Context: an optimization exercise on an open-source flow, tuned for small area, a short achievable clock period and few clock cycles. The choices shown serve that exercise and are no tape-out recipe. In this exercise RTL edits were held to simulation tests only and were not proved equivalent to the original. No activity file was given, so power comes from the tool's default toggle rates.

$ cat design.v
module frame_block (
    input  wire        clk,
    input  wire        rst,
    input  wire        in_valid,
    input  wire [7:0]  in_data,
    output wire        in_ready,
    output wire        ovf,
    output wire        res_valid,
    input  wire        res_ack,
    output wire [3:0]  res_err,
    output wire [7:0]  res_dlen,
    output wire [31:0] res_msg_id,
    output wire [7:0]  res_ch_off,
    output wire [7:0]  res_ch_len,
    output wire [7:0]  res_ct_off,
    output wire [7:0]  res_ct_len,
    output wire [7:0]  res_pl_off,
    output wire [15:0] res_pl_len,
    output wire [31:0] res_crc_expected,
    output wire [31:0] res_crc_actual,
    input  wire [6:0]  rd_addr,
    output wire [7:0]  rd_data
);
    localparam CAP         = 128;
    localparam MAX_PAYLOAD = 100;
    localparam E_NONE      = 4'd0;
    localparam E_COBS_EOF  = 4'd2;
    localparam E_VERSION   = 4'd3;
    localparam E_LENGTH    = 4'd4;
    localparam E_CH_LONG   = 4'd5;
    localparam E_CT_LONG   = 4'd6;
    localparam E_CH_UTF8   = 4'd7;
    localparam E_CT_UTF8   = 4'd8;
    localparam E_PL_LEN    = 4'd9;
    localparam E_PL_LARGE  = 4'd10;
    localparam E_CRC       = 4'd11;
    localparam P_CSTR  = 4'd0;
    localparam P_TLEN  = 4'd1;
    localparam P_TSTR  = 4'd2;
    localparam P_PL0   = 4'd3;
    localparam P_PL1   = 4'd4;
    localparam P_PAY   = 4'd5;
    localparam P_CRC   = 4'd6;
    localparam P_END   = 4'd7;
    localparam P_TRAIL = 4'd8;
    reg        collecting;
    reg        pending;       
    reg        ovf_r;
    reg [7:0]  len;           
    reg [7:0]  cnt;           
    reg        zpend;         
    reg [6:0]  wr;            
    reg [6:0]  kturn;         
    reg [6:0]  slip;          
    reg        ver_ok;
    reg [7:0]  decl_lo;
    reg        decl_hi_nz;
    reg [31:0] msg_id;
    reg [7:0]  ch_len;
    reg [3:0]  phase;
    reg [7:0]  rem;
    reg [1:0]  u_need;
    reg [3:0]  u_rk;          
    reg        ch_bad, ct_bad;
    reg        p_big;
    reg [31:0] crc;
    reg [3:0]  err;
    reg [7:0]  ct_len, pl_off;
    reg [6:0]  pl_len;
    reg [31:0] crc_exp;
    reg [7:0]  ring [0:CAP-1];
    function [31:0] crc_byte(input [31:0] c, input [7:0] b);
        integer i;
        reg [31:0] r;
        begin
            r = c ^ {b, 24'h0};
            for (i = 0; i < 8; i = i + 1)
                r = r[31] ? ((r << 1) ^ 32'h04C11DB7) : (r << 1);
            crc_byte = r;
        end
    endfunction
    wire        take    = in_valid && in_ready;
    wire        is_code = (len == 8'd0) || (cnt == 8'd0);
    wire        b_zero  = (in_data == 8'h00);
    wire        full    = len[7];
    wire        store   = take && collecting && !b_zero && !full;
    wire [7:0]  d       = is_code ? 8'h00 : in_data;      
    wire        emit    = store && (!is_code || (zpend && len != 8'd0));
    wire        early   = (wr[6:3] == 4'd0);              
    wire        inline  = (slip == 7'd0);
    reg        u_bad;
    reg [1:0]  u_need_nx;
    reg [3:0]  u_rk_nx;
    always @(*) begin
        u_bad     = 1'b0;
        u_need_nx = 2'd0;
        u_rk_nx   = 4'd0;
        if (u_need != 2'd0) begin
            if (d[7:6] != 2'b10) u_bad = 1'b1;
            if (u_rk[0] && !d[5]) u_bad = 1'b1;
            if (u_rk[1] &&  d[5]) u_bad = 1'b1;
            if (u_rk[2] && d[5:4] == 2'b00) u_bad = 1'b1;
            if (u_rk[3] && d[5:4] != 2'b00) u_bad = 1'b1;
            u_need_nx = u_need - 2'd1;
        end else if (d <= 8'h7F) begin
            u_need_nx = 2'd0;
        end else if (d >= 8'hC2 && d <= 8'hDF) begin
            u_need_nx = 2'd1;
        end else if (d == 8'hE0) begin
            u_need_nx = 2'd2; u_rk_nx = 4'b0001;
        end else if (d == 8'hED) begin
            u_need_nx = 2'd2; u_rk_nx = 4'b0010;
        end else if (d >= 8'hE1 && d <= 8'hEF) begin
            u_need_nx = 2'd2;
        end else if (d == 8'hF0) begin
            u_need_nx = 2'd3; u_rk_nx = 4'b0100;
        end else if (d >= 8'hF1 && d <= 8'hF3) begin
            u_need_nx = 2'd3;
        end else if (d == 8'hF4) begin
            u_need_nx = 2'd3; u_rk_nx = 4'b1000;
        end else begin
            u_bad = 1'b1;
        end
    end
    wire        s_last  = (rem == 8'd1);
    wire        s_bad   = u_bad || (s_last && u_need_nx != 2'd0);
    reg [3:0]  err_nx;
    always @(*) begin
        if (cnt != 8'd0)                                        err_nx = E_COBS_EOF;
        else if (wr == 7'd0)                                    err_nx = E_LENGTH;
        else if (!ver_ok)                                       err_nx = E_VERSION;
        else if (wr < 7'd3 || decl_hi_nz ||
                 decl_lo != {1'b0, wr} - 8'd1)                  err_nx = E_LENGTH;
        else if (wr < 7'd7)                                     err_nx = E_LENGTH;
        else if (wr == 7'd7 || phase == P_CSTR)                 err_nx = E_CH_LONG;
        else if (ch_bad)                                        err_nx = E_CH_UTF8;
        else if (phase == P_TLEN || phase == P_TSTR)            err_nx = E_CT_LONG;
        else if (ct_bad)                                        err_nx = E_CT_UTF8;
        else if (phase != P_END && phase != P_TRAIL)            err_nx = E_PL_LEN;
        else if (pl_len > MAX_PAYLOAD)                          err_nx = E_PL_LARGE;
        else if (phase == P_TRAIL)                              err_nx = E_LENGTH;
        else if (crc != crc_exp)                                err_nx = E_CRC;
        else                                                    err_nx = E_NONE;
    end
    always @(posedge clk) begin
        ovf_r <= 1'b0;
        if (rst) begin
            collecting <= 1'b0;
            pending    <= 1'b0;
            len        <= 8'd0;
        end else begin
            if (pending && res_ack)
                pending <= 1'b0;
            if (take) begin
                if (!collecting) begin
                    if (b_zero) begin
                        collecting <= 1'b1;
                        len        <= 8'd0;
                    end
                end else if (b_zero) begin
                    if (len != 8'd0) begin
                        err        <= err_nx;
                        pending    <= 1'b1;
                        collecting <= 1'b0;
                        len        <= 8'd0;
                    end
                end else if (full) begin
                    ovf_r      <= 1'b1;
                    collecting <= 1'b0;
                    len        <= 8'd0;
                end else begin
                    len <= len + 8'd1;
                end
            end
        end
    end
    always @(posedge clk) begin
        if (store && len == 8'd0) begin
            kturn <= 7'd127;
            slip  <= 7'd0;
        end else begin
            kturn <= kturn + 7'd1;
            if (!emit)
                slip <= slip + 7'd1;
        end
    end
    always @(posedge clk) begin
        if (store) begin
            if (is_code) begin
                cnt   <= in_data - 8'd1;
                zpend <= (in_data != 8'hFF);
            end else begin
                cnt   <= cnt - 8'd1;
            end
            if (len == 8'd0)
                wr <= 7'd0;
            else if (emit)
                wr <= wr + 7'd1;
        end
    end
    always @(posedge clk) begin
        if (wr == 7'd0) ver_ok          <= (d == 8'h01);
        if (wr == 7'd1) decl_lo         <= d;
        if (wr == 7'd2) decl_hi_nz      <= (d != 8'h00);
        if (wr == 7'd3) msg_id[7:0]     <= d;
        if (wr == 7'd4) msg_id[15:8]    <= d;
        if (wr == 7'd5) msg_id[23:16]   <= d;
        if (wr == 7'd6) msg_id[31:24]   <= d;
        if (wr == 7'd7) ch_len          <= d;
    end
    integer ri;
    always @(posedge clk) begin
        ring[0] <= inline ? d : ring[CAP-1];
        for (ri = 1; ri < CAP; ri = ri + 1)
            ring[ri] <= ring[ri-1];
    end
    always @(posedge clk) begin
        if (store && len == 8'd0)
            crc <= 32'hFFFFFFFF;
        else if (emit) begin
            if (early || phase <= P_PAY)
                crc <= crc_byte(crc, d);
            if (early) begin
                if (wr == 7'd7) begin
                    rem    <= d;
                    phase  <= (d == 8'd0) ? P_TLEN : P_CSTR;
                    u_need <= 2'd0;
                    ch_bad <= 1'b0;
                end
            end else begin
                case (phase)
                P_CSTR: begin
                    u_need <= u_need_nx; u_rk <= u_rk_nx;
                    rem    <= rem - 8'd1;
                    if (s_bad) ch_bad <= 1'b1;
                    if (s_last) phase <= P_TLEN;
                end
                P_TLEN: begin
                    ct_len <= d;
                    rem    <= d;
                    phase  <= (d == 8'd0) ? P_PL0 : P_TSTR;
                    u_need <= 2'd0;
                    ct_bad <= 1'b0;
                end
                P_TSTR: begin
                    u_need <= u_need_nx; u_rk <= u_rk_nx;
                    rem    <= rem - 8'd1;
                    if (s_bad) ct_bad <= 1'b1;
                    if (s_last) phase <= P_PL0;
                end
                P_PL0: begin
                    rem   <= d;                  
                    phase <= P_PL1;
                end
                P_PL1: begin
                    pl_off <= {1'b0, wr} + 8'd1;
                    pl_len <= rem[6:0];
                    p_big  <= (d != 8'd0) || rem[7];
                    phase  <= (d == 8'd0 && rem == 8'd0) ? P_CRC : P_PAY;
                end
                P_PAY: begin
                    rem <= rem - 8'd1;
                    if (s_last && !p_big) phase <= P_CRC;
                end
                P_CRC: begin
                    crc_exp <= {d, crc_exp[31:8]};
                    rem     <= rem + 8'd1;
                    if (rem[1:0] == 2'd3) phase <= P_END;
                end
                default: phase <= P_TRAIL;
                endcase
            end
        end
    end
    wire [2:0]  al  = rd_addr[2:0];
    wire [3:0]  ah  = rd_addr[6:3];
    wire [2:0]  kl  = kturn[2:0];
    wire [3:0]  kh  = kturn[6:3];
    reg  [23:0] lo_tgt;
    reg  [63:0] hi_tgt;
    integer     ti;
    always @(*) begin
        for (ti = 0; ti < 8; ti = ti + 1)
            lo_tgt[ti*3 +: 3] = kl - ti[2:0];
        for (ti = 0; ti < 16; ti = ti + 1)
            hi_tgt[ti*4 +: 4] = kh - ti[3:0];
    end
    wire [7:0]  lo_hot, sp_hot;
    wire [15:0] hi_hot;
    frame_block_hot u_hot (
        .al(al), .ah(ah), .kl(kl), .lo_tgt(lo_tgt), .hi_tgt(hi_tgt),
        .lo_hot(lo_hot), .hi_hot(hi_hot), .sp_hot(sp_hot)
    );
    wire [CAP*8-1:0] ring_flat;
    genvar      gf;
    generate
        for (gf = 0; gf < CAP; gf = gf + 1) begin : g_flat
            assign ring_flat[gf*8 +: 8] = ring[gf];
        end
    endgenerate
    wire [63:0] sp_flat = {ch_len, msg_id, 8'h00, decl_lo, 8'h01};
    wire [7:0]  rd_mux;
    frame_block_rdsel u_rdsel (
        .lo_hot(lo_hot), .hi_hot(hi_hot), .slots(ring_flat),
        .sp_hot(sp_hot), .sp(sp_flat), .q(rd_mux)
    );
    assign in_ready         = !(pending && collecting) &&
                              !(collecting && len != 8'd0 && !inline);
    assign ovf              = ovf_r;
    assign res_valid        = pending;
    assign res_err          = err;
    assign res_dlen         = {1'b0, wr};
    assign res_msg_id       = msg_id;
    assign res_ch_off       = 8'd8;
    assign res_ch_len       = ch_len;
    assign res_ct_off       = ch_len + 8'd9;
    assign res_ct_len       = ct_len;
    assign res_pl_off       = pl_off;
    assign res_pl_len       = {9'd0, pl_len};
    assign res_crc_expected = crc_exp;
    assign res_crc_actual   = crc;
    assign rd_data          = rd_mux;
endmodule
module frame_block_hot (
    input  wire [2:0]  al,
    input  wire [3:0]  ah,
    input  wire [2:0]  kl,
    input  wire [23:0] lo_tgt,
    input  wire [63:0] hi_tgt,
    output reg  [7:0]  lo_hot,
    output reg  [15:0] hi_hot,
    output reg  [7:0]  sp_hot
);
    wire       bor = (al > kl);
    wire       nz  = (ah != 4'd0);
    reg [15:0] e;
    integer    i;
    always @(*) begin
        for (i = 0; i < 8; i = i + 1) begin
            lo_hot[i] = (al == lo_tgt[i*3 +: 3]);
            sp_hot[i] = !nz && (al == i[2:0]);
        end
        for (i = 0; i < 16; i = i + 1)
            e[i] = (ah == hi_tgt[i*4 +: 4]);
        for (i = 0; i < 16; i = i + 1)
            hi_hot[i] = nz && (bor ? e[(i + 1) % 16] : e[i]);
    end
endmodule
module frame_block_rdsel (
    input  wire [7:0]    lo_hot,
    input  wire [15:0]   hi_hot,
    input  wire [1023:0] slots,
    input  wire [7:0]    sp_hot,
    input  wire [63:0]   sp,
    output reg  [7:0]    q
);
    reg [7:0] grp;
    integer   h, i;
    always @(*) begin
        q = 8'h00;
        for (i = 0; i < 8; i = i + 1)
            q = q | ({8{sp_hot[i]}} & sp[i * 8 +: 8]);
        for (h = 0; h < 16; h = h + 1) begin
            grp = 8'h00;
            for (i = 0; i < 8; i = i + 1)
                grp = grp | ({8{lo_hot[i]}} & slots[(h * 8 + i) * 8 +: 8]);
            q = q | ({8{hi_hot[h]}} & grp);
        end
    end
endmodule
$ cat flow/run.sh
#!/bin/bash
# The standard layout (standard.sh: standard synthesis, floorplan, place,
# CTS, route), with one change: buffer_ports makes the port buffers from the
# smallest buffer cell instead of the cell it picks by itself. Repair still
# resizes the buffers on critical ports. The full make output goes to
# standard_flow.log; ORFS's per-step logs stay under orfs/logs/.
set -euo pipefail
export BUFFER_PORTS_ARGS="-buffer_cell sky130_fd_sc_hd__buf_1"
bash standard.sh finish > standard_flow.log 2>&1
$ cat standard.sh
#!/bin/bash
# synth_recipe.tcl (not shown) runs the flow's synth.tcl, then flattens the netlist and writes it again
# the make line also repeats each setting of config.mk as NAME=value (left out here)
make -C /OpenROAD-flow-scripts/flow DESIGN_CONFIG=/design/flow/config.mk WORK_HOME=/design/flow/orfs CLKGATE_MAP_FILE= SYNTH_SCRIPT=/design/flow/synth_recipe.tcl "${@:-finish}"
$ cat config.mk
export PLATFORM = sky130hd
export DESIGN_NAME = frame_block
export DESIGN_NICKNAME = frame_block
export VERILOG_FILES = /design/flow/design.v
export SDC_FILE = /design/flow/constraint.sdc
export NUM_CORES = 4
export LEC_CHECK = 0
export CAP_MARGIN = 30
export CORE_MARGIN = 2
export CORE_UTILIZATION = 40
export CTS_BUF_LIST = sky130_fd_sc_hd__clkbuf_8 sky130_fd_sc_hd__clkbuf_16
export CTS_CLUSTER_DIAMETER = 80
export CTS_CLUSTER_SIZE = 20
export PLACE_DENSITY = 0.75
export SETUP_SLACK_MARGIN = 4
export SLEW_MARGIN = 30
export SYNTH_HIERARCHICAL = 1
export SYNTH_MINIMUM_KEEP_SIZE = 0
$ cat constraint.sdc
create_clock -name core_clock -period 9.0 [get_ports {clk}]
set_input_delay 1.8000 -clock core_clock [delete_from_list [all_inputs] [get_ports {clk}]]
set_output_delay 1.8000 -clock core_clock [all_outputs]
set_load 0.01 [all_outputs]
==> results of run 1 <==
==> Yosys cell counts, drive strengths merged, types with 37 or more instances <==
library cell     n  area (um^2)
xor2           126         1130
nand4          162         1013
a22oi          577         4332
clkbuf          98        367.9
inv             57        214.0
o211ai          37        277.8
buf            117        747.0
xnor2          124         1127
nand2           97        364.1
a21oi           56        280.3
edfxtp         146         4384
dfxtp         1081        21640
o21ai           46        234.0
nor2            70        262.8
nand3           45        235.2
nor3            38        195.2
==> flip-flops by register name, indices dropped and copies added, names as in the netlist, 2 cells and up <==
register	count
msg_id	32
decl_lo	8
err	4
phase	4
cnt	8
ch_len	8
kturn	7
ring	1024
pl_off	8
slip	7
pl_len	7
crc	32
len	8
rem	8
u_need	2
u_rk	4
wr	7
crc_exp	32
ct_len	8
==> final timing paths <==
| path | start | slack (ns) | end | cells past startpoint |
|---|---|---|---|---|
| setup / recovery | rd_addr[1] | 2.89 | rd_data[0] | 10 |
| hold / removal | ring[125][6] | 0.33 | ring[126][6] | 0 |
| setup reg to reg | len[0] | 4.62 | ct_len[3] | 11 |
| hold reg to reg | ring[125][6] | 0.33 | ring[126][6] | 0 |
==> power by group <==
group / switching [W] / total, W / internal (W)
clock: 0.00176 / 0.00323 / 0.00147
sequential: 0.0000812 / 0.00563 / 0.00555
combinational: 0.00171 / 0.00247 / 0.000752
==> cell type report <==
type,instances,area [um^2],share of cell area (%)
timing repair buffer,261,1948,4.430
antenna,1,2.502,0.005690
clock buffer,73,1815,4.128
multi-input combinational,1615,12210,27.76
sequential,1227,26030,59.19
clock inverter,19,160.2,0.3642
inverter,58,227.7,0.5178
tap,1265,1583,3.599
==> per-module statistics from Yosys (local to each module, per instance) <==
module	flops+latches	cells	cell area, um^2	times used
frame_block	1227	1974	30800	1
frame_block_rdsel	0	904	6246	1
frame_block_hot	0	204	1561	1
==> worst max-delay path, cell delays in order <==
cell and delay [ns]:
buf_16 0.13, ha_4 0.21, nor2b_4 0.14, o21a_4 0.24
o211ai_1 0.38, a21oi_4 0.18, a222oi_1 0.56, nand3_1 0.14
or3_4 0.39, buf_6 0.14
==> kinds of logic after synthesis <==
| kind of cell | after synthesis | synth area share [%] |
|---|---|---|
| XOR/XNOR | 253 | 6.029 |
| other | 2 | 0.01945 |
| AND/OR/NAND/NOR | 511 | 7.270 |
| adder cells (fa/ha/maj) | 26 | 0.8427 |
| flip-flops | 1227 | 67.42 |
| AO/OA/AOI/OAI | 781 | 14.74 |
| multiplexers | 9 | 0.2334 |
| buffers and inverters | 273 | 3.452 |
==> routing by layer <==
| metal | wire length, um | vias up | share of wire (%) |
|---|---|---|---|
| met4 | 4679 | 6 | 4.3 |
| met2 | 48680 | 1520 | 44 |
| met1 | 45620 | 13122 | 42 |
| met3 | 10800 | 285 | 9.8 |
| met5 | 22 | - | 0.020 |
| li1 | - | 11564 | - |
==> what timing repair did <==
| action | 4_1_cts | 5_1_grt |
|---|---|---|
| setup endpoints to repair | 8 | 9 |
| gates cloned | 13 | 2 |
| buffers inserted | 23 | 13 |
| hold buffers | 0 | 0 |
| pin swaps | 40 | 29 |
| resized for setup | 140 | 53 |
==> through the flow <==
step	worst slack (ns)	cells	util, %
after floorplan	3.392	3114	-
after global placement	1.717	4373	42.37
after detailed placement	1.993	4374	42.45
after CTS	3.007	4502	45.77
after global routing	2.858	4519	46.15
final	2.889	4519	46.15
==> impl_metrics.tcl, run 1 <==
set metrics [dict create \
    outcome "complete, no violations" \
    totalPowerFinal_w 0.01133 \
    die_height_um 314.7 \
    place.port_buffers 175 \
    synth.distinct_cells 78 \
    worst_setup_hold_path_clk_slew_ns 0.09 \
    final_cell_mix "dfxtp_1, a22oi_1, buf_1" \
    max_freq_mhz 163.6 \
    timing.critical_path.from_type "input pin" \
    timing.final.crit_share_pct 67.90 \
    fin_hold_ws_ns 0.3348 \
    clock_tree.htree_level_count 3 \
    most_crowded_layer_gr "met2" \
    synth-async-reset-ratio_pct 0 \
    die_width_um 314.7 \
    number_of_antenna_violating_nets_in_the_routed_design 0 \
    grt_max_degree 78 \
    grt_overflow 0 \
    worst_slew_pin_slew_ns 0.9990 \
    fin_setup_tns_ns 0 \
    wire_per_inst_um 24.30 \
    numCtsBuffers 72 \
    synth_enable_flop_cells 146 \
    fp-row-count 113 \
    total_count_of_hold_check_failures_in_the_final_report 0 \
    timing.clock.skew_ns 0.04571 \
    slew-limit-headroom_pct 32.79 \
    placed_area_mm2 0.04045 \
    yosys_most_used_dff "dfxtp_1" \
    antenna_violations_before_repair 5 \
    fp.dieArea_mm2 0.09901 \
    cellPowerDensity_mw_per_mm2 257.6 \
    critPathRequiredTime_ns 7.20 \
    rsz0062_at_grt "yes" \
    register_bit_count_reported_by_yosys 1227 \
    starting_drc_count_in_detailed_routing 3124 \
    coreArea_mm2 0.09529 \
    slew_viol_final 0 \
    grt_first_pass_wirelength_um 161700 \
    drt_pass1_iterations 7 \
    yosys_warnings 10 \
    cap_viol_max_count 0 \
    worstSkewPairLatency_ns 0.66 \
    most_common_cell_after_layout_fill_and_taps_aside "dfxtp_1" \
    globalRouteMet3Util_pct 5.026 \
    cts.path.max_buffers 3 \
    clock_sink_count 1227 \
    synth-seq-area-share_pct 67.42 \
    class_of_the_tightest_hold_or_removal_check "reg -> reg" \
    layout_cells_sized_above_1_pct 9.560 \
    routed_via_density 5.863 \
    worst-path-max-fanout 8 \
    drt-total-wl_um 109800 \
    mappedNetlistArea_mm2 0.03860 \
    post-dp-hpwl_um 63530 \
    finalWeightedCongestion 0.8890 \
    synthToLayoutAreaGrowth_pct 13.93 \
    cts_tree "built" \
    initial_utilization_pct 40.51 \
    clock-root-buffer "clkbuf_16" \
    grt_usage_pct 21.22 \
    vias 26497 \
    power_leakage_nw 15.54 \
    post_layout_min_period_ns 6.111 \
    synth_area_per_inst_um2 12.53 \
    grt_use_met2_pct 32.11 \
    final_area_mm2 0.04398 \
    grt_use_met1_pct 29.17 \
    worstSetupEndpointType "output port" \
    fill_cells 8266 \
    setup_violations 0 \
    drc_errors 0 \
    synthesis.instances 3082 \
    final_net_count 3280 \
    critPathArrivalTime_ns 4.31 \
    ios 194 \
    vias_in_the_first_global_route 25439 \
    max-vdd-ir-drop_mv 0.1481 \
    worstSetupPathType "in -> out" \
]
Testbench counts, summed over its fixed seeds: cycles 12,749.
==> run 2: changes to the inputs <==
--- a/design.v
+++ b/design.v
@@ -53,3 +53,2 @@
     reg [6:0]  kturn;         
-    reg [6:0]  slip;          
     reg        ver_ok;
@@ -89,3 +88,3 @@
     wire        early   = (wr[6:3] == 4'd0);              
-    wire        inline  = (slip == 7'd0);
+    wire        inline  = (kturn + 7'd1 == wr);            
     reg        u_bad;
@@ -177,10 +176,6 @@
     always @(posedge clk) begin
-        if (store && len == 8'd0) begin
+        if (store && len == 8'd0)
             kturn <= 7'd127;
-            slip  <= 7'd0;
-        end else begin
+        else
             kturn <= kturn + 7'd1;
-            if (!emit)
-                slip <= slip + 7'd1;
-        end
     end
@@ -266,4 +261,4 @@
                     crc_exp <= {d, crc_exp[31:8]};
-                    rem     <= rem + 8'd1;
-                    if (rem[1:0] == 2'd3) phase <= P_END;
+                    rem     <= rem - 8'd1;           
+                    if (rem[1:0] == 2'd1) phase <= P_END;
                 end
@@ -274,20 +269,20 @@
     end
-    wire [2:0]  al  = rd_addr[2:0];
-    wire [3:0]  ah  = rd_addr[6:3];
-    wire [2:0]  kl  = kturn[2:0];
-    wire [3:0]  kh  = kturn[6:3];
-    reg  [23:0] lo_tgt;
-    reg  [63:0] hi_tgt;
+    wire [3:0]  al  = rd_addr[3:0];
+    wire [2:0]  ah  = rd_addr[6:4];
+    wire [3:0]  kl  = kturn[3:0];
+    wire [2:0]  kh  = kturn[6:4];
+    reg  [63:0] lo_tgt;
+    reg  [23:0] hi_tgt;
     integer     ti;
     always @(*) begin
-        for (ti = 0; ti < 8; ti = ti + 1)
-            lo_tgt[ti*3 +: 3] = kl - ti[2:0];
         for (ti = 0; ti < 16; ti = ti + 1)
-            hi_tgt[ti*4 +: 4] = kh - ti[3:0];
+            lo_tgt[ti*4 +: 4] = kl - ti[3:0];
+        for (ti = 0; ti < 8; ti = ti + 1)
+            hi_tgt[ti*3 +: 3] = kh - ti[2:0];
     end
-    wire [7:0]  lo_hot, sp_hot;
-    wire [15:0] hi_hot;
+    wire [15:0] lo_hot;
+    wire [7:0]  hi_hot;
     frame_block_hot u_hot (
         .al(al), .ah(ah), .kl(kl), .lo_tgt(lo_tgt), .hi_tgt(hi_tgt),
-        .lo_hot(lo_hot), .hi_hot(hi_hot), .sp_hot(sp_hot)
+        .lo_hot(lo_hot), .hi_hot(hi_hot)
     );
@@ -300,7 +295,5 @@
     endgenerate
-    wire [63:0] sp_flat = {ch_len, msg_id, 8'h00, decl_lo, 8'h01};
     wire [7:0]  rd_mux;
     frame_block_rdsel u_rdsel (
-        .lo_hot(lo_hot), .hi_hot(hi_hot), .slots(ring_flat),
-        .sp_hot(sp_hot), .sp(sp_flat), .q(rd_mux)
+        .lo_hot(lo_hot), .hi_hot(hi_hot), .slots(ring_flat), .q(rd_mux)
     );
@@ -324,24 +317,20 @@
 module frame_block_hot (
-    input  wire [2:0]  al,
-    input  wire [3:0]  ah,
-    input  wire [2:0]  kl,
-    input  wire [23:0] lo_tgt,
-    input  wire [63:0] hi_tgt,
-    output reg  [7:0]  lo_hot,
-    output reg  [15:0] hi_hot,
-    output reg  [7:0]  sp_hot
+    input  wire [3:0]  al,
+    input  wire [2:0]  ah,
+    input  wire [3:0]  kl,
+    input  wire [63:0] lo_tgt,
+    input  wire [23:0] hi_tgt,
+    output reg  [15:0] lo_hot,
+    output reg  [7:0]  hi_hot
 );
     wire       bor = (al > kl);
-    wire       nz  = (ah != 4'd0);
-    reg [15:0] e;
+    reg [7:0]  e;
     integer    i;
     always @(*) begin
-        for (i = 0; i < 8; i = i + 1) begin
-            lo_hot[i] = (al == lo_tgt[i*3 +: 3]);
-            sp_hot[i] = !nz && (al == i[2:0]);
-        end
         for (i = 0; i < 16; i = i + 1)
-            e[i] = (ah == hi_tgt[i*4 +: 4]);
-        for (i = 0; i < 16; i = i + 1)
-            hi_hot[i] = nz && (bor ? e[(i + 1) % 16] : e[i]);
+            lo_hot[i] = (al == lo_tgt[i*4 +: 4]);
+        for (i = 0; i < 8; i = i + 1)
+            e[i] = (ah == hi_tgt[i*3 +: 3]);
+        for (i = 0; i < 8; i = i + 1)
+            hi_hot[i] = bor ? e[(i + 1) % 8] : e[i];
     end
@@ -349,7 +338,5 @@
 module frame_block_rdsel (
-    input  wire [7:0]    lo_hot,
-    input  wire [15:0]   hi_hot,
+    input  wire [15:0]   lo_hot,
+    input  wire [7:0]    hi_hot,
     input  wire [1023:0] slots,
-    input  wire [7:0]    sp_hot,
-    input  wire [63:0]   sp,
     output reg  [7:0]    q
@@ -360,8 +347,6 @@
         q = 8'h00;
-        for (i = 0; i < 8; i = i + 1)
-            q = q | ({8{sp_hot[i]}} & sp[i * 8 +: 8]);
-        for (h = 0; h < 16; h = h + 1) begin
+        for (h = 0; h < 8; h = h + 1) begin
             grp = 8'h00;
-            for (i = 0; i < 8; i = i + 1)
-                grp = grp | ({8{lo_hot[i]}} & slots[(h * 8 + i) * 8 +: 8]);
+            for (i = 0; i < 16; i = i + 1)
+                grp = grp | ({8{lo_hot[i]}} & slots[(h * 16 + i) * 8 +: 8]);
             q = q | ({8{hi_hot[h]}} & grp);
--- a/config.mk
+++ b/config.mk
@@ -9,6 +9,6 @@
 export CORE_MARGIN = 2
-export CORE_UTILIZATION = 40
+export CORE_UTILIZATION = 55
 export CTS_BUF_LIST = sky130_fd_sc_hd__clkbuf_8 sky130_fd_sc_hd__clkbuf_16
 export CTS_CLUSTER_DIAMETER = 80
-export CTS_CLUSTER_SIZE = 20
+export CTS_CLUSTER_SIZE = 25
 export PLACE_DENSITY = 0.75
==> run 2 against run 1 <==
Combinational power grew 15%. Count of clock-buffer cells in the layout shrank 15. Die area shrank 28%. Via count shrank 5.8%. Register-to-register slack gained 0.38 ns. Wire length shrank 3.7%. Highest routed layer is now met4.
==> impl_metrics.tcl, run 2 <==
set metrics [dict create \
    worst_slew_pin_slew_ns 0.9913 \
    yosys_most_used_dff "dfxtp_1" \
    whs_endpoint "ring[31][4]" \
    fin_hold_ws_ns 0.3370 \
    layout_cells_sized_above_1_pct 13.68 \
    largest_register_ffs 1024 \
    postLayoutCoreUtil_pct 63.89 \
    ordered_cell_list_for_the_critical_path "buf_12 > buf_12 > xor2_4 > nor4_4 > buf_12 > buf_16 > a22o_1 > a221oi_2 > nand4_1 > a22oi_2 > nand4_1 > buf_2" \
    timing.critical_path.from_type "input pin" \
    coreArea_mm2 0.06847 \
    worstHoldStart "ring[30][4]" \
    starting_drc_count_in_detailed_routing 2723 \
    cts.path.max_buffers 3 \
    post-synth-top-area-fraction_pct 56.72 \
    finish.cell_count_without_fillers 3913 \
    path_buf_inv 5 \
    fin_setup_tns_ns 0 \
    most_common_cell_after_layout_fill_and_taps_aside "dfxtp_1" \
    worstSkewPairLatency_ns 0.67 \
    synth-seq-area-share_pct 68.29 \
    grt_max_degree 65 \
    fp-row-count 96 \
    post-dp-hpwl_um 55930 \
    drc_errors 0 \
    worstSetupEndpointType "output port" \
    drt-total-wl_um 105700 \
    max_freq_mhz 163.8 \
    register_bit_count_reported_by_yosys 1220 \
    clock-root-buffer "clkbuf_16" \
    ff2ff_path_depth 13 \
    synth_common_cells "dfxtp_1, a221oi_1, a22o_1" \
    ctsHoldBuffers 0 \
    grt_usage_pct 29.34 \
    wire_per_inst_um 27.01 \
    die_width_um 266.5 \
    worst-path-max-fanout 7 \
    critPathRequiredTime_ns 7.20 \
    timing.clock.skew_ns 0.04421 \
    clock_tree.htree_level_count 2 \
    cpLargestDelayFamily "buffers and inverters" \
    rsz0062_at_grt "yes" \
    grt_first_pass_wirelength_um 158000 \
    yosys_warnings 10 \
    power_leakage_nw 15.93 \
    class_of_the_tightest_hold_or_removal_check "reg -> reg" \
    largest_register "ring" \
    clock_sink_count 1220 \
    synth_area_per_inst_um2 13.35 \
    synth_area_leaders "dfxtp_1, edfxtp_1, a221oi_1" \
    slew_viol_final 0 \
    worst_setup_hold_path_clk_slew_ns 0.09 \
    crit_path_max_incr_delay_ns 0.34 \
    vias 24947 \
    initial_utilization_pct 55.36 \
    antenna_violations_before_repair 5 \
    r2r-start "kturn[0]" \
    timing.final.crit_share_pct 67.83 \
    synth.distinct_cells 77 \
    vias_in_the_first_global_route 25284 \
    finalWeightedCongestion 0.8958 \
    number_of_antenna_violating_nets_in_the_routed_design 0 \
    max-vdd-ir-drop_mv 0.1853 \
    synth-async-reset-ratio_pct 0 \
    critPathArrivalTime_ns 4.30 \
    cp_slowest_cell "nand4_1" \
    post_layout_min_period_ns 6.105 \
    timing.reg2reg.setup_slack_ns 5.00 \
    critical-path-top-cell-by-count "buf_12" \
    synth_enable_flop_cells 146 \
    routed_via_density 6.375 \
    cts_tree "built" \
    final_cell_mix "dfxtp_1, a22o_1, a221oi_1" \
    place_inst 3749 \
    placed_area_mm2 0.03937 \
    synth_top_cell_by_area "dfxtp_1" \
    place.port_buffers 175 \
    die_height_um 266.5 \
    fp.dieArea_mm2 0.07103 \
    worstReg2RegEnd "pl_off[7]" \
    synthToLayoutAreaGrowth_pct 15.41 \
    slew-limit-headroom_pct 33.92 \
    ios 194 \
    grt_overflow 0 \
    final_net_count 3055 \
    drt_pass1_iterations 6 \
    min_path_cells 0 \
    cap_viol_max_count 0 \
    synthesis.instances 2840 \
    outcome "complete, no violations" \
    setup_violations 0 \
    final_area_mm2 0.04374 \
    numCtsBuffers 57 \
    mappedNetlistArea_mm2 0.03790 \
    yosysMostFrequentCell "dfxtp_1" \
    total_count_of_hold_check_failures_in_the_final_report 0 \
    worstSetupPathType "in -> out" \
    cellPowerDensity_mw_per_mm2 258.1 \
]
run 2: changes by cell type in the layout (fill, tap and decap cells not counted), sizes merged, moves of 17 or more:
cell    change
a221oi    +247
a22o      +248
a22oi     -545
buf        +37
clkbuf     -17
nand2      -28
nand3      -22
nand4      -78
o211ai     -21
xnor2      +24
xor2       -26
run 2: worst max-delay path by stage:
stage | depth (start not counted) | endpoint | start | slack [ns]
after floorplan | 11 | rd_data[2] | rd_addr[1] | 3.80
after global placement | 11 | rd_data[4] | rd_addr[0] | 1.91
after detailed placement | 11 | rd_data[1] | rd_addr[0] | 2.36
after CTS | 12 | rd_data[2] | rd_addr[3] | 3.14
after global routing | 14 | rd_data[2] | kturn[1] | 2.91
final | 12 | rd_data[2] | rd_addr[3] | 2.90
run 2: Yosys stat by module (local to each module, per instance):
module / flops+latches / cells inside / copies in the design
frame_block: 1220 / 1960 / 1
frame_block_rdsel: 0 / 736 / 1
frame_block_hot: 0 / 144 / 1
run 2: metrics by stage:
| step | worst slack (ns) | total power, W |
|---|---|---|
| after floorplan | 3.797 | 0.006807 |
| after global placement | 1.913 | 0.007373 |
| after detailed placement | 2.357 | 0.007430 |
| after CTS | 3.136 | 0.01109 |
| after global routing | 2.907 | 0.01155 |
| final | 2.895 | 0.01129 |
run 2: report_power, final:
group,switching [W],internal [W],leakage [nW]
combinational,0.00179,0.00103,5.20
clock,0.00170,0.00119,0.827
sequential,0.0000623,0.00551,9.90
total,0.00355,0.00774,15.9
run 2: logic make-up after synthesis:
logic type | count (synthesis) | share of synthesized area (%)
fa+ha+maj | 24 | 0.7922
simple gates | 383 | 5.711
mux | 21 | 0.5810
buf+inv | 255 | 3.582
compound gates | 680 | 14.76
other cells | 2 | 0.01981
flops | 1220 | 68.29
xor+xnor | 255 | 6.265
run 2: layout make-up:
| cell class | count | area, um^2 |
|---|---|---|
| clock buffer | 58 | 1451 |
| fill | 4771 | 24720 |
| multi-input combinational | 1381 | 12180 |
| sequential | 1220 | 25900 |
| tap | 882 | 1104 |
| antenna | 4 | 10.01 |
| timing repair buffer | 299 | 2705 |
| clock inverter | 16 | 182.7 |
| inverter | 53 | 210.2 |
run 2: layer usage:
metal  vias up  share of wire [%]  global-route usage (%)
met5         -                  0                       0
met4         0                4.3                   12.53
met3       284                8.2                   5.120
met2      1305                 46                   46.36
met1     12560                 41                   39.96
li1      10798                  -                       -
run 2: what timing repair did:
item / 4_1_cts / 5_1_grt
setup endpoints to repair: 16 / 9
pin swaps: 57 / 19
buffers inserted: 52 / 7
gates resized for setup: 242 / 27
gates cloned: 27 / 0
hold endpoints to repair: 0 / 0
Testbench counts of run 2, summed over its fixed seeds: cycles 12,749.

==> port drivers added, routing unchanged <==
How much do the figures lean on ideal ports? The routed layouts below were timed once more, with nothing changed but the port constraints.
Step 1 sets driving cells, clkbuf_16 on the clock port and buf_2 on the other inputs (assumed; they add their load-dependent delay and slew).
Step 2, shift: input delay + t, output delay - t, t = (earliest + latest rising clock arrival at the registers) / 2. This alone moves slack from input paths to output paths.
Slacks: ideal ports / drivers / drivers and shift; pairs: ideal ports / drivers.
| run | t (ns) | setup slack, ns | worst setup path after step 2 |
|---|---|---|---|
| run 1 | 0.707 | 2.889 / 2.799 / 2.799 | input to output |
| run 2 | 0.722 | 2.895 / 2.849 / 2.849 | input to output |
After both steps every run listed still meets setup and hold. The setup slack of run 1, which loses most, moves by -0.090 ns with the drivers and by -0.090 ns with both steps.
